This is an optimization exercise on Yosys and OpenROAD, whose aim is small area, a short achievable clock period and few clock cycles per item, not a production implementation.
Function was checked by simulation only, so behaviour that the tests miss may differ from the original.

## north
Design tone_biquad, start of the top module:
module tone_biquad (
    input  wire         clk,
    input  wire         rst,
    input  wire         cmd_valid,
    output wire         cmd_ready,
    input  wire [1:0]   cmd_op,
    input  wire [159:0] cmd_data,
    output wire         y_valid,
    input  wire         y_ready,
    output wire [31:0]  y
);
    localparam [31:0] C_03 = 32'h3E99_999A;
    function [23:0] pfx_add24;
        input [23:0] x, y;
        input        cin;
        reg   [23:0] g, p, g0, p0;
        integer l, i, j;
        begin
            g0 = x & y; p0 = x ^ y;
            g = g0; p = p0;
            g[0] = g0[0] | (p0[0] & cin);
            for (l = 0; l < 5; l = l + 1)
                for (i = 0; i < 24; i = i + 1)
                    if ((i >> l) & 1) begin
                        j = ((i >> l) << l) - 1;
                        g[i] = g[i] | (p[i] & g[j]);
                        p[i] = p[i] & p[j];
                    end
            pfx_add24 = p0 ^ {g[22:0], cin};
        end
    endfunction
    function [31:0] scl;
        input [31:0] v;
        input        k2;                
        reg   [7:0]  e;
        reg   [23:0] m, f1, f2;
        begin
            e  = v[30:23];
            m  = {|e, v[22:0]};
            f1 = pfx_add24({1'b0, m[23:1]}, 24'd0, m[0] & m[1]);
            f2 = pfx_add24({2'b00, m[23:2]}, 24'd0, m[1] & (m[0] | m[2]));
            if (&e)
  ...
Size: roughly 730 flip-flops, ~200 I/O pins.
export LEC_CHECK = 0
export ABC_AREA = 1
export CAP_MARGIN = 10
export CORE_MARGIN = 2
export CORE_UTILIZATION = 40
export PLACE_DENSITY = 0.7
export SLEW_MARGIN = 10
create_clock -name core_clock -period 17.5 [get_ports {clk}]
standard.sh (not shown) runs the stock make flow with config.mk's settings and CLKGATE_MAP_FILE= SYNTH_SCRIPT=/design/flow/synth_recipe.tcl, a recipe that flattens the netlist after the stock synthesis.
==> flow/flow/run.sh <==
#!/bin/bash
# Standard layout, with timing repair aiming at 11 ns of setup slack
# (a shorter achieved period) instead of 0. Constraints are unchanged.
set -euo pipefail
export SETUP_SLACK_MARGIN=11
bash standard.sh > standard.log 2>&1
north ran to completion and came out clean on the timing, DRC and antenna checks.
Testbench counts of north, summed over its fixed seeds: cycles 14,544, items 2,048.
### north -> south
- SLEW_MARGIN now 20, was 10
- CAP_MARGIN now 20, was 10
==> summary.txt <==
Per the comparison of south with north, buffer count from post-CTS setup fixing shows a reduction of 25%; first-pass GRT wire length shows no meaningful change.
Taking north as the reference, in south worst hold slack shows no meaningful change, maximum frequency went up 1.3 MHz, total met3 wirelength after detailed routing climbed about 1.3%.
## Diff of input files: east against south
- CAP_MARGIN: 20 -> 10
- SLEW_MARGIN: 20 -> 10
- PLACE_DENSITY: 0.7 -> unset
## What came out
On worst hold slack, east does worse than south. The later-pin clock latency in the skew report on south is in line with that on east. east: non-clock buffer count lower than south. Comparing south against east, there is no change at all in number of tapcells.
Input changes introduced in west (baseline for comparison: east):
- swapping 10 for 20 in CAP_MARGIN
- swapping 10 for 20 in SLEW_MARGIN
--- outcome ---
The flow did not stop early for west: all stages ran, and the layout cleared the timing, DRC and antenna checks.
west against east: area occupied by multi-input gates went up, TritonCTS buffer count now larger.
Relative to east, area overhead of the layout relative to synthesis increased by 0.59 points in west.
Fmax | west vs east | west slower
west gives more critical-path maximum fanout than east did.
Looking at setup slack across east and west, the one that comes out higher is east.
[compare] base=east new=west: worst-case reg-to-reg path depth decreased 2, overall routed net length essentially unchanged, number of nets in the layout essentially unchanged.

try-lagoon:
Starting RTL as in the previous note.
export LEC_CHECK = 0
export ABC_AREA = 1
export CAP_MARGIN = 20
export CORE_MARGIN = 2
export CORE_UTILIZATION = 40
export SLEW_MARGIN = 20
create_clock -name core_clock -period 17.5 [get_ports {clk}]
==> flow/flow/run.sh <==
#!/bin/bash
# Standard layout, with timing repair aiming at 10 ns of setup slack
# (a shorter achieved period) instead of 0. Constraints are unchanged.
set -euo pipefail
export SETUP_SLACK_MARGIN=10
bash standard.sh > standard.log 2>&1
Testbench counts of try-lagoon, summed over its fixed seeds: cycles 14,544, items 2,048.
The inputs of try-pepper differ from those of try-lagoon as listed below.
Settings: setting PLACE_DENSITY to 0.8 for the first time.
==> flow/flow/run.sh <==
#!/bin/bash
# Standard layout, with timing repair aiming at 11 ns of setup slack
# (a shorter achieved period) instead of 0. Constraints are unchanged.
set -euo pipefail
export SETUP_SLACK_MARGIN=11
bash standard.sh > standard.log 2>&1
[summary]
- try-pepper ended with more worst hold slack than try-lagoon.
- Sort try-pepper and try-lagoon by number of antenna violations at the first check in global routing desc -> top: try-pepper
- Of try-pepper and try-lagoon, the run reporting the lower maximum number of pins on one net before global-route repair was try-lagoon.
- In try-pepper the via count turned out 2804 higher than in try-lagoon.
- Looking at fraction of area in clock buffers and inverters, try-pepper sits 0.35 points lower than try-lagoon does.
- try-pepper ends up with higher area growth from synthesis to final layout than try-lagoon does.
- Diff try-lagoon -> try-pepper: arrival time at the worst endpoint moved down, final cell count higher.
- Looking at relative slew slack across try-pepper and try-lagoon, the one that comes out higher is try-pepper.
- Compared with try-lagoon, try-pepper shows a lower number of buffers and inverters on the critical path.

==> port drivers added, routing unchanged <==
No port has a modelled driver above. Below, the same layouts with a new extraction and two added sets of constraints.
Step 1 sets driving cells, clkbuf_16 on the clock port and buf_2 on the other inputs (assumed; they add their load-dependent delay and slew).
Step 2 times the ports against the registers' clock, not the clock port: input delays grow and output delays shrink by t, the midpoint of the rising clock arrivals with the driver on.
Three values: no drivers, after step 1, after step 2; two values: the first two.
run	shift t [ns]	setup WS [ns]	worst setup path at the end
north	0.758	11.081 / 11.081 / 10.547	input to register
south	0.773	11.133 / 11.133 / 10.558	input to register
east	0.773	11.131 / 11.131 / 10.574	input to register
west	0.772	11.075 / 11.075 / 10.533	input to register
try-lagoon	0.779	10.240 / 10.240 / 10.124	input to register
try-pepper	0.758	11.064 / 11.101 / 10.357	input to register
After both steps setup and hold are still met in every run listed. The setup slack of try-pepper, which loses most, moves by +0.037 ns with the drivers and by -0.707 ns with both steps.
